This is an optimization exercise on Yosys and OpenROAD, whose aim is small area, a short achievable clock period and few clock cycles, not a production implementation.
Only the layout flow was run in this run; the RTL was not checked for function there.
Power and IR drop assume default switching activity.

**flow/design.v**
```verilog
module zc_demod (
    input  wire        clk,
    input  wire        rst,
    input  wire        cmd_valid,
    input  wire [31:0] cmd_data,
    output wire        cmd_ready,
    output reg         out_valid,
    output reg  [31:0] out_data,
    output wire [8:0]  status,
    output wire [63:0] sample_count
);
    localparam integer NE = 8;               
    localparam integer K  = 3;               
    localparam [63:0]  SR = 64'd48000;
    localparam [63:0]  MAX_SAMPLES = 64'd100000;
    localparam [1:0] FSM_SEARCH = 2'd0, FSM_LOCKED = 2'd1, FSM_CAPT = 2'd2;
    localparam [2:0] CAUSE_EOS = 3'd1, CAUSE_LIMIT = 3'd2, CAUSE_IOFAIL = 3'd3;
    function automatic [15:0] ch_baud(input [1:0] k);
        case (k)
            2'd0:    ch_baud = 16'd4800;
            2'd1:    ch_baud = 16'd2400;
            default: ch_baud = 16'd1200;
        endcase
    endfunction
    function automatic [6:0] ch_hlen(input [1:0] k);
        case (k)
            2'd0:    ch_hlen = 7'd48;
            2'd1:    ch_hlen = 7'd64;
            default: ch_hlen = 7'd40;
        endcase
    endfunction
    function automatic [1:0] cat_ch(input [2:0] e);
        case (e)
            3'd0: cat_ch = 2'd0;  3'd1: cat_ch = 2'd1;
            3'd2: cat_ch = 2'd2;  3'd3: cat_ch = 2'd0;
            3'd4: cat_ch = 2'd1;  3'd5: cat_ch = 2'd2;
            3'd6: cat_ch = 2'd2;  default: cat_ch = 2'd0;
        endcase
    endfunction
    function automatic cat_corr(input [2:0] e);
        case (e)
            3'd2, 3'd4, 3'd7: cat_corr = 1'b0;
            default:          cat_corr = 1'b1;
        endcase
    endfunction
    function automatic [6:0] cat_m(input [2:0] e);
        case (e)
            3'd0: cat_m = 7'd48;  3'd1: cat_m = 7'd64;
            3'd3: cat_m = 7'd32;  3'd5: cat_m = 7'd40;
            3'd6: cat_m = 7'd40;  default: cat_m = 7'd0;
        endcase
    endfunction
    function automatic [63:0] cat_pat(input [2:0] e);
        case (e)
            3'd0: cat_pat = 64'h0000_6969_6969_6910;
            3'd1: cat_pat = 64'hA5F0_3C96_E14B_7D28;
            3'd3: cat_pat = 64'h0000_0000_B34F_0A5C;
            3'd5: cat_pat = 64'h0000_00E8_1D4B_2796;
            3'd6: cat_pat = 64'h0000_0017_E2B4_D869;
            default: cat_pat = 64'h0;
        endcase
    endfunction
    function automatic [7:0] cat_thr(input [2:0] e);
        case (e)
            3'd2: cat_thr = 8'd2;
            3'd4: cat_thr = 8'd4;
            3'd7: cat_thr = 8'd6;
            default: cat_thr = 8'd0;
        endcase
    endfunction
    function automatic [7:0] cat_id(input [2:0] e);
        case (e)
            3'd0: cat_id = 8'h21;  3'd1: cat_id = 8'h12;
            3'd2: cat_id = 8'h07;  3'd3: cat_id = 8'h33;
            3'd4: cat_id = 8'h44;  3'd5: cat_id = 8'h55;
            3'd6: cat_id = 8'h66;  default: cat_id = 8'h77;
        endcase
    endfunction
    function automatic [7:0] cat_flen(input [2:0] e);
        case (e)
            3'd0: cat_flen = 8'd204;  3'd1: cat_flen = 8'd24;
            3'd2: cat_flen = 8'd20;   3'd3: cat_flen = 8'd18;
            3'd4: cat_flen = 8'd40;   3'd5: cat_flen = 8'd64;
            3'd6: cat_flen = 8'd30;   default: cat_flen = 8'd50;
        endcase
    endfunction
    function automatic [7:0] cat_minl(input [2:0] e);
        case (e)
            3'd0: cat_minl = 8'd20;  3'd1: cat_minl = 8'd8;
            3'd2: cat_minl = 8'd3;   3'd3: cat_minl = 8'd4;
            3'd4: cat_minl = 8'd5;   3'd5: cat_minl = 8'd10;
            3'd6: cat_minl = 8'd2;   default: cat_minl = 8'd6;
        endcase
    endfunction
    function automatic cat_msb(input [2:0] e);
        case (e)
            3'd1, 3'd3, 3'd6, 3'd7: cat_msb = 1'b0;
            default:                cat_msb = 1'b1;
        endcase
    endfunction
    function automatic cat_coal_en(input [2:0] e);
        case (e)
            3'd0, 3'd2, 3'd3, 3'd4: cat_coal_en = 1'b1;
            default:                cat_coal_en = 1'b0;
        endcase
    endfunction
    function automatic [7:0] cat_coal(input [2:0] e);
        case (e)
            3'd0: cat_coal = 8'h10;  3'd2: cat_coal = 8'h7E;
            3'd3: cat_coal = 8'h7E;  3'd4: cat_coal = 8'h10;
            default: cat_coal = 8'h00;
        endcase
    endfunction
    localparam [2:0] S_IDLE = 3'd0, S_CH = 3'd1, S_EMIT = 3'd2,
                     S_ADV  = 3'd3, S_FIN = 3'd4;
    localparam PA_DONE = 1'b0, PA_LOCK = 1'b1;
    reg [2:0]  state;
    reg [1:0]  ch;               
    reg        ctrl_inv, ctrl_raw;
    reg [1:0]  fsm;
    reg        halt;
    reg [2:0]  cause;
    reg        ill;
    reg [63:0] idx;
    reg [1:0]  et_phase;         
    reg        et_prev;
    reg        run_pol;
    reg [31:0] run_len;
    reg [63:0] run_start;
    reg [31:0] p_len;
    reg [63:0] p_ps, p_pe;
    reg [63:0] hist    [0:K-1];
    reg [6:0]  fill    [0:K-1];
    reg [31:0] carry   [0:K-1];
    reg        carry_v [0:K-1];
    reg [7:0]  marks   [0:K-1];
    reg [2:0]    lk_e;
    reg [1:0]    lk_ch;
    reg          lk_inv;
    reg [1631:0] fbuf;           
    reg [7:0]    flen;
    reg [7:0]    byte_sr;
    reg [2:0]    bit_cnt;
    reg          dle_pend;
    reg [63:0]   fr_start, fr_end;
    reg [5:0]  widx;
    reg        post;             
    reg [2:0]  pend_e;
    reg        pend_inv;
    integer i;
    assign cmd_ready    = (state == S_IDLE);
    assign status       = {ctrl_raw, ctrl_inv, ill, cause, halt, fsm};
    assign sample_count = idx;
    wire c_nop    = (cmd_data == 32'h0000_0000);
    wire c_sample = (cmd_data[31:16] == 16'h1000);
    wire c_setinv = (cmd_data[31:1] == 31'h1000_0000);
    wire c_setraw = (cmd_data[31:1] == 31'h1800_0000);
    wire c_eos    = (cmd_data == 32'h4000_0000);
    wire c_iofail = (cmd_data == 32'h5000_0000);
    wire c_reset  = (cmd_data == 32'hF000_0000);
    wire c_ill    = !(c_nop | c_sample | c_setinv | c_setraw | c_eos | c_iofail | c_reset);
    wire accept = cmd_valid && (state == S_IDLE);
    wire signed [16:0] s_val = {cmd_data[15], cmd_data[15:0]};
    wire signed [16:0] v_val = ctrl_inv ? -s_val : s_val;
    wire        s_pol  = (v_val >= 0);
    wire [63:0] idx_next  = idx + 64'd1;
    wire [32:0] run_inc   = {1'b0, run_len} + 33'd1;
    wire [31:0] run_len_p = run_inc[32] ? 32'hFFFF_FFFF : run_inc[31:0];
    wire        pulse_end = (et_phase == 2'd2) && (s_pol != run_pol);
    wire        merged  = carry_v[ch];
    wire [32:0] csum    = {1'b0, carry[ch]} + {1'b0, p_len};
    wire [31:0] eff     = merged ? (csum[32] ? 32'hFFFF_FFFF : csum[31:0]) : p_len;
    wire [63:0] lnum    = 64'd4 * {32'd0, eff} * {48'd0, ch_baud(ch)} + SR;
    wire        r_hold   = (lnum <  4 * SR);
    wire        r_bit    = !r_hold && (lnum < 6 * SR);
    wire        r_marker = (lnum >= 8 * SR) && (lnum < 10 * SR);
    wire        bit_val  = !merged;
    wire [63:0] new_hist = {hist[ch][62:0], bit_val};
    wire [6:0]  new_fill = (fill[ch] == ch_hlen(ch)) ? fill[ch] : fill[ch] + 7'd1;
    reg        hit;
    reg [2:0]  hit_e;
    reg        hit_inv;
    reg [63:0] mmask;
    integer    e;
    always @* begin
        hit = 1'b0;
        hit_e = 3'd0;
        hit_inv = 1'b0;
        for (e = 0; e < NE; e = e + 1) begin
            mmask = (64'd1 << cat_m(e)) - 64'd1;
            if (cat_m(e) == 7'd64) mmask = {64{1'b1}};
            if (!hit && cat_corr(e) && cat_ch(e) == ch && new_fill >= cat_m(e) &&
                (new_hist & mmask) == cat_pat(e)) begin
                hit = 1'b1;
                hit_e = e;
                hit_inv = 1'b0;
            end
        end
        for (e = 0; e < NE; e = e + 1) begin
            mmask = (64'd1 << cat_m(e)) - 64'd1;
            if (cat_m(e) == 7'd64) mmask = {64{1'b1}};
            if (!hit && cat_corr(e) && cat_ch(e) == ch && new_fill >= cat_m(e) &&
                (~new_hist & mmask) == cat_pat(e)) begin
                hit = 1'b1;
                hit_e = e;
                hit_inv = 1'b1;
            end
        end
    end
    wire [7:0] new_marks = (marks[ch] == 8'd255) ? 8'd255 : marks[ch] + 8'd1;
    reg        mhit;
    reg [2:0]  mhit_e;
    always @* begin
        mhit = 1'b0;
        mhit_e = 3'd0;
        for (e = 0; e < NE; e = e + 1) begin
            if (!mhit && !cat_corr(e) && cat_ch(e) == ch &&
                {1'b0, new_marks} == {1'b0, cat_thr(e)} + 9'd1) begin
                mhit = 1'b1;
                mhit_e = e;
            end
        end
    end
    wire       lock_req = (r_bit && hit) || (r_marker && mhit);
    wire [2:0] lock_e   = r_bit ? hit_e : mhit_e;
    wire       lock_inv = r_bit ? hit_inv : 1'b0;
    wire       lock_emit = (fsm == FSM_CAPT) && (flen > cat_minl(lk_e));
    wire       capture   = r_bit && !hit && (fsm == FSM_LOCKED || fsm == FSM_CAPT) && (ch == lk_ch);
    wire       cap_bit   = bit_val ^ lk_inv;
    wire [7:0] sr_new    = cat_msb(lk_e) ? {byte_sr[6:0], cap_bit} : {cap_bit, byte_sr[7:1]};
    wire       byte_done = (bit_cnt == 3'd7);
    wire       coal_hit  = cat_coal_en(lk_e) && (sr_new == cat_coal(lk_e));
    wire       byte_drop = coal_hit && dle_pend;
    wire       frame_full = byte_done && !byte_drop && (flen + 8'd1 == cat_flen(lk_e));
    wire [7:0] proto  = lk_inv ? (8'd0 - cat_id(lk_e)) : cat_id(lk_e);
    wire [5:0] nwords = 6'd5 + ((flen + 8'd3) >> 2);
    reg [31:0] rec_word;
    always @* begin
        case (widx)
            6'd0: rec_word = {4'h8, 3'b000, ctrl_raw, proto, 8'h00, flen};
            6'd1: rec_word = fr_start[31:0];
            6'd2: rec_word = fr_start[63:32];
            6'd3: rec_word = fr_end[31:0];
            6'd4: rec_word = fr_end[63:32];
            default: rec_word = fbuf[32 * (widx - 6'd5) +: 32];
        endcase
    end
    task clear_frame;
        begin
            fbuf     <= {1632{1'b0}};
            flen     <= 8'd0;
            byte_sr  <= 8'd0;
            bit_cnt  <= 3'd0;
            dle_pend <= 1'b0;
            lk_e     <= 3'd0;
            lk_ch    <= 2'd0;
            lk_inv   <= 1'b0;
            fr_start <= 64'd0;
            fr_end   <= 64'd0;
        end
    endtask
    task do_lock(input [2:0] le, input li);
        begin
            lk_e     <= le;
            lk_ch    <= ch;
            lk_inv   <= li;
            fsm      <= FSM_LOCKED;
            fr_start <= p_ps;
            fr_end   <= p_pe;
        end
    endtask
    task do_halt(input [2:0] why);
        begin
            clear_frame;
            fsm       <= FSM_SEARCH;
            et_phase  <= 2'd0;
            et_prev   <= 1'b0;
            run_pol   <= 1'b0;
            run_len   <= 32'd0;
            run_start <= 64'd0;
            for (i = 0; i < K; i = i + 1) begin
                carry[i]   <= 32'd0;
                carry_v[i] <= 1'b0;
            end
            halt      <= 1'b1;
            cause     <= why;
            out_valid <= 1'b1;
            out_data  <= {4'h9, 25'd0, why};
        end
    endtask
    task reset_all;
        begin
            clear_frame;
            state     <= S_IDLE;
            ch        <= 2'd0;
            ctrl_inv  <= 1'b0;
            ctrl_raw  <= 1'b0;
            fsm       <= FSM_SEARCH;
            halt      <= 1'b0;
            cause     <= 3'd0;
            ill       <= 1'b0;
            idx       <= 64'd0;
            et_phase  <= 2'd0;
            et_prev   <= 1'b0;
            run_pol   <= 1'b0;
            run_len   <= 32'd0;
            run_start <= 64'd0;
            p_len     <= 32'd0;
            p_ps      <= 64'd0;
            p_pe      <= 64'd0;
            widx      <= 6'd0;
            post      <= PA_DONE;
            pend_e    <= 3'd0;
            pend_inv  <= 1'b0;
            for (i = 0; i < K; i = i + 1) begin
                hist[i]    <= 64'd0;
                fill[i]    <= 7'd0;
                carry[i]   <= 32'd0;
                carry_v[i] <= 1'b0;
                marks[i]   <= 8'd0;
            end
        end
    endtask
    task next_channel;
        begin
            if (ch == K - 1) state <= S_FIN;
            else             ch <= ch + 2'd1;
        end
    endtask
    always @(posedge clk) begin
        out_valid <= 1'b0;
        if (rst) begin
            reset_all;
        end else begin
            case (state)
            S_IDLE: if (accept) begin
                if (c_reset) begin
                    reset_all;
                end else if (c_ill) begin
                    ill <= 1'b1;
                end else if (!halt) begin
                    if (c_sample) begin
                        idx <= idx_next;
                        case (et_phase)
                        2'd0: begin
                            et_prev  <= s_pol;
                            et_phase <= 2'd1;
                        end
                        2'd1: begin
                            if (!et_prev && s_pol) begin
                                et_phase  <= 2'd2;
                                run_pol   <= 1'b1;
                                run_len   <= 32'd1;
                                run_start <= idx;
                            end else begin
                                et_prev <= s_pol;
                            end
                        end
                        default: begin
                            if (!pulse_end) begin
                                run_len <= run_len_p;
                            end else begin
                                p_len     <= run_len;
                                p_ps      <= run_start;
                                p_pe      <= idx - 64'd1;
                                run_pol   <= s_pol;
                                run_len   <= 32'd1;
                                run_start <= idx;
                                ch        <= 2'd0;
                                state     <= S_CH;
                            end
                        end
                        endcase
                        if (!pulse_end && MAX_SAMPLES != 64'd0 && idx_next == MAX_SAMPLES)
                            do_halt(CAUSE_LIMIT);
                    end else if (c_setinv) begin
                        ctrl_inv <= cmd_data[0];
                    end else if (c_setraw) begin
                        ctrl_raw <= cmd_data[0];
                    end else if (c_eos) begin
                        do_halt(CAUSE_EOS);
                    end else if (c_iofail) begin
                        do_halt(CAUSE_IOFAIL);
                    end
                end
            end
            S_CH: begin
                if (r_hold) begin
                    carry[ch]   <= eff;
                    carry_v[ch] <= 1'b1;
                end else begin
                    carry[ch]   <= 32'd0;
                    carry_v[ch] <= 1'b0;
                end
                if (r_bit) begin
                    marks[ch] <= 8'd0;
                    hist[ch]  <= new_hist;
                    fill[ch]  <= new_fill;
                end
                if (r_marker)
                    marks[ch] <= new_marks;
                if (lock_req) begin
                    if (lock_emit) begin
                        pend_e   <= lock_e;
                        pend_inv <= lock_inv;
                        post     <= PA_LOCK;
                        widx     <= 6'd0;
                        state    <= S_EMIT;
                    end else begin
                        clear_frame;
                        do_lock(lock_e, lock_inv);
                        next_channel;
                    end
                end else if (capture) begin
                    fr_end <= p_pe;
                    if (fsm == FSM_LOCKED) fsm <= FSM_CAPT;
                    if (!byte_done) begin
                        byte_sr <= sr_new;
                        bit_cnt <= bit_cnt + 3'd1;
                        next_channel;
                    end else begin
                        byte_sr <= 8'd0;
                        bit_cnt <= 3'd0;
                        if (byte_drop) begin
                            dle_pend <= 1'b0;
                        end else begin
                            fbuf[8 * flen +: 8] <= sr_new;
                            flen     <= flen + 8'd1;
                            dle_pend <= coal_hit;
                        end
                        if (frame_full) begin
                            post  <= PA_DONE;
                            widx  <= 6'd0;
                            state <= S_EMIT;
                        end else begin
                            next_channel;
                        end
                    end
                end else begin
                    next_channel;
                end
            end
            S_EMIT: begin
                out_valid <= 1'b1;
                out_data  <= rec_word;
                if (widx == nwords - 6'd1) begin
                    clear_frame;
                    if (post == PA_LOCK) do_lock(pend_e, pend_inv);
                    else                 fsm <= FSM_SEARCH;
                    state <= S_ADV;
                end else begin
                    widx <= widx + 6'd1;
                end
            end
            S_ADV: begin
                if (ch == K - 1) begin
                    state <= S_FIN;
                end else begin
                    ch    <= ch + 2'd1;
                    state <= S_CH;
                end
            end
            default: begin  
                if (MAX_SAMPLES != 64'd0 && idx == MAX_SAMPLES && !halt)
                    do_halt(CAUSE_LIMIT);
                state <= S_IDLE;
            end
            endcase
        end
    end
endmodule
```
**flow/run.sh**
```bash
#!/bin/bash
# synth_recipe.tcl (not shown) runs the flow's synth.tcl, then flattens the netlist and writes it again
# the make line also repeats each setting of config.mk as NAME=value (left out here)
make -C /OpenROAD-flow-scripts/flow DESIGN_CONFIG=/design/flow/config.mk WORK_HOME=/design/flow/orfs CLKGATE_MAP_FILE= SYNTH_SCRIPT=/design/flow/synth_recipe.tcl finish
```
**flow/config.mk**
```make
export PLATFORM = sky130hd
export DESIGN_NAME = zc_demod
export DESIGN_NICKNAME = zc_demod
export VERILOG_FILES = /design/flow/design.v
export SDC_FILE = /design/flow/constraint.sdc
export NUM_CORES = 4
export LEC_CHECK = 0
export CAP_MARGIN = 20
export CORE_MARGIN = 2
export CORE_UTILIZATION = 40
export PLACE_DENSITY = 0.6
export SLEW_MARGIN = 20
```
**flow/constraint.sdc**
```tcl
create_clock -name core_clock -period 15.0 [get_ports {clk}]
set_input_delay 3.0000 -clock core_clock [delete_from_list [all_inputs] [get_ports {clk}]]
set_output_delay 3.0000 -clock core_clock [all_outputs]
set_load 0.01 [all_outputs]
```
==> reports/metrics.yaml <==
rsz0062_at_grt: "no"
synth_simple_gate_area_share_pct: 12.2
dieArea_um2: 317000
grt_max_degree: 205
hold_path_depth: 2
clock_skew_ns: 0.103
synth_top_family_by_area: "compound AO/OA/AOI/OAI gates"
place_congestion: 0.927
ys.flop_type: "dfxtp_1"
root_buffer: "clkbuf_16"
cp_data_arrival_time_ns: 15.01
ir_worst_vdd_mv: 0.0923
wl_met3_um: 47500
yosys.area.top_type: "dfxtp_1"
period_needed_ns: 14.20
port_buffers: 140
fp.coreArea_um2: 311000
grt_pass1_vias: 98079
grt_pass1_wl_um: 653000
tns_ns: 0
async_flop_share_pct: 0
comb_power_share_pct: 5.7
tightest_slew_ns: 1.21
numCtsBuffers: 287
dr_total_vias: 100713
worst_slack_ns: 0.798
syn_nets: 11883
wl_um: 439000
yosysTopAreaCellShare_pct: 34.3
setup_viol: 0
ys_seq_area_share_pct: 45.7
clkSlewWorstSetupHoldPaths_ns: 0.06
path_delay_family: "compound AO/OA/AOI/OAI gates"
drt_iter0_markers: 11877
htreeDepth: 5
fill_cells: 28224
yosys.area_share.xor_xnor_pct: 1.33
crit_top_cell: "fa_1"
dp_slack_ns: 0.253
avgSynthCellArea_um2: 10.9
synth-seq-cells: 2613
max_freq_mhz: 70.4
die_y_um: 563
globalRouteTotalUtil_pct: 26.9
synth_area_leaders: "dfxtp_1, edfxtp_1, a22o_1"
row_count: 205
insertion_delay_ns: 0.94
synthTopCellsByCount: "dfxtp_1, a22o_1, nor2_1"
crit_buf_inv: 4
dr.max_layer_used: "met5"
start_util_pct: 40.1
antenna_left: 0
drc: 0
final_nets: 11678
yosysMostFrequentCell: "dfxtp_1"
timing.final.crit_share_pct: 94.7
power_frac_clock_pct: 48.0
cts.sinks: 2613
power.leakage_nw: 51.7
ctsLongestPathBuffers: 4
switching_share_pct: 23.5
io_pins: 142
synth_compound_area_share_pct: 20.9
cp_slowest_stage_delay_ns: 0.69
antenna_found_initial: 22
status: "finished clean"
dr.pass1.iters: 9
hold_violations: 0
internal_power_mw: 11.8
max-cap-violations: 0
synth_cells: 11470
cts_tree: "yes"
worst-setup-path-type: "reg -> reg"
required_ns: 15.81
crit_path_end_kind: "flip-flop"
drv_slew: 0
drive_gt1_share_pct: 14.2
met1_length_um: 181000
wire_per_inst_um: 28.1
yosys_warnings: 1
synth.cell_area_um2: 125000
relSlewSlack_pct: 18.9
via_per_inst: 6.44
die_w_um: 563
synth_edf_count: 476
wl_met2_um: 190000
powerDensity_nw_per_um2: 110
hold_class: "reg -> reg"
switchingPower_mw: 3.62
startpoint_type: "flip-flop"
grt_remaining_overflow: 0
seqPwrFrac_pct: 46.4
path_depth: 43
r2r_cells: 43
crit_slowest_cell: "o22ai_1"
synth_mux_area_share_pct: 10.9
synthAdderAreaFrac_pct: 5.08
yosysUniqueCellTypes: 102
area_growth_pct: 12.9
place_hpwl_um: 294000
crit_fanout: 34
==> what timing repair did <==
| action | 4_1_cts | 5_1_grt |
|---|---|---|
| buffers inserted | 0 | 0 |
| gates resized for setup | 0 | 13 |
| endpoints found under the setup margin | 0 | 2450 |
| hold buffers | 0 | 0 |
==> state kept, by name, indices dropped and copies added, names as in the netlist, 4 cells and up, named ones only <==
name and count:
run_start 64, hist 252, carry_v 4, fill 28, fbuf 1632, fr_start 64, p_pe 64, widx 6
marks 32, p_len 32, idx 64, p_ps 64, out_data 32, fr_end 64, byte_sr 8, carry 128
flen 8, run_len 32
==> worst reg2reg max path: cells and delay by family, from the launching register on <==
kind | cells | cell delay, ns
AND/OR/NAND/NOR | 11 | 3.43
flip-flops | 1 | 0.61
AO/OA/AOI/OAI | 18 | 4.80
buffers and inverters | 4 | 1.05
adder cells (fa/ha/maj) | 8 | 3.34
multiplexers | 2 | 0.96
==> area by class of cell <==
class                   count  area [um^2]  area share [%]
clock buffers             398         8290            5.88
flip-flops and latches   2613        57100            40.5
multi-input cells        7678        63400            45.0
diodes                      7         17.5          0.0124
well taps                4140         5180            3.68
repair buffers            451         4570            3.24
clock inverters           112         1490            1.05
inverters                 234          891           0.632
==> routing by layer <==
metal	track usage [%]	up-vias
met5	0	-
met4	11.4	12
met3	6.52	1001
met2	40.4	5642
met1	36.9	50714
li1	-	43344
==> worst paths after layout <==
| kind | from | to | slack, ns |
|---|---|---|---|
| worst min register to register | p_ps[11] | fr_start[11] | 0.43 |
| worst max register to register | flip-flop | fbuf[582] | 0.80 |
| worst max-delay path | flip-flop | fbuf[582] | 0.80 |
| worst min-delay path | p_ps[11] | fr_start[11] | 0.43 |
==> power groups by stage <==
| stage | Sequential [mW] | Clock [mW] | Combinational, mW |
|---|---|---|---|
| 2_1_floorplan | 7.32 | 0 | 0.626 |
| 3_3_place_gp | 7.32 | 0 | 0.851 |
| 3_5_place_dp | 7.32 | 0 | 0.859 |
| 4_1_cts | 7.17 | 7.46 | 0.865 |
| 5_1_grt | 7.17 | 7.74 | 0.968 |
| 6_report | 7.17 | 7.41 | 0.875 |
==> cells in the final DEF, fill, tap and decap left out, types with 162 or more instances in the layout <==
cell type	netlist	layout
dfxtp_1	2137	2134
a22o_1	1460	1460
nor2_1	1029	1008
nand2_1	792	781
mux4_2	558	558
edfxtp_1	476	476
a21oi_1	423	421
nand3_1	304	302
clkbuf_16	0	294
nor3_1	260	252
buf_4	54	241
and2_1	235	232
inv_1	232	230
fa_1	213	213
o21ai_0	178	176
ha_1	165	162
==> through the flow <==
| step | area [um^2] | cells | total power, mW | utilization, % | hold WS, ns |
|---|---|---|---|---|---|
| floorplan | 125000 | 11470 | 7.95 | - | 0.425 |
| global placement | 131000 | 15112 | 8.17 | 42.1 | 0.438 |
| detailed placement | 131000 | 15114 | 8.18 | 42.1 | 0.443 |
| finish | 141000 | 15633 | 15.5 | 45.3 | 0.427 |
| CTS | 141000 | 15624 | 15.5 | 45.2 | 0.418 |
| global route | 141000 | 15629 | 15.9 | 45.3 | 0.455 |
==> cells by family after synthesis <==
logic type,Yosys count
AND/OR/NAND/NOR,3196
buffers and inverters,1179
flip-flops,2613
other,1
AO/OA/AOI/OAI,3256
XOR/XNOR,186
adder cells (fa/ha/maj),379
multiplexers,660

==> separate check: timing with driven ports <==
No port has a modelled driver above. Below, the same layout with a new extraction and two added sets of constraints. Step 1: set_driving_cell puts a clkbuf_16 on clk and a buf_2 on each other input, an assumption about the parent block. Step 2 moves the port delays by t, midway between the first and last clock arrival at a register: inputs arrive t later, outputs are due t later. That takes back most of the time a late clock gives input paths. a / b / c = ideal / step 1 / step 2; a / b = the first two.
shift t [ns]: 0.978
slack for setup (ns): 0.798 / 0.798 / 0.798
clock arrival spread, ns: 0.103 / 0.103
After both steps setup and hold are still met in this run. The setup slack of this run moves by 0.000 ns with the drivers and by 0.000 ns with both steps.
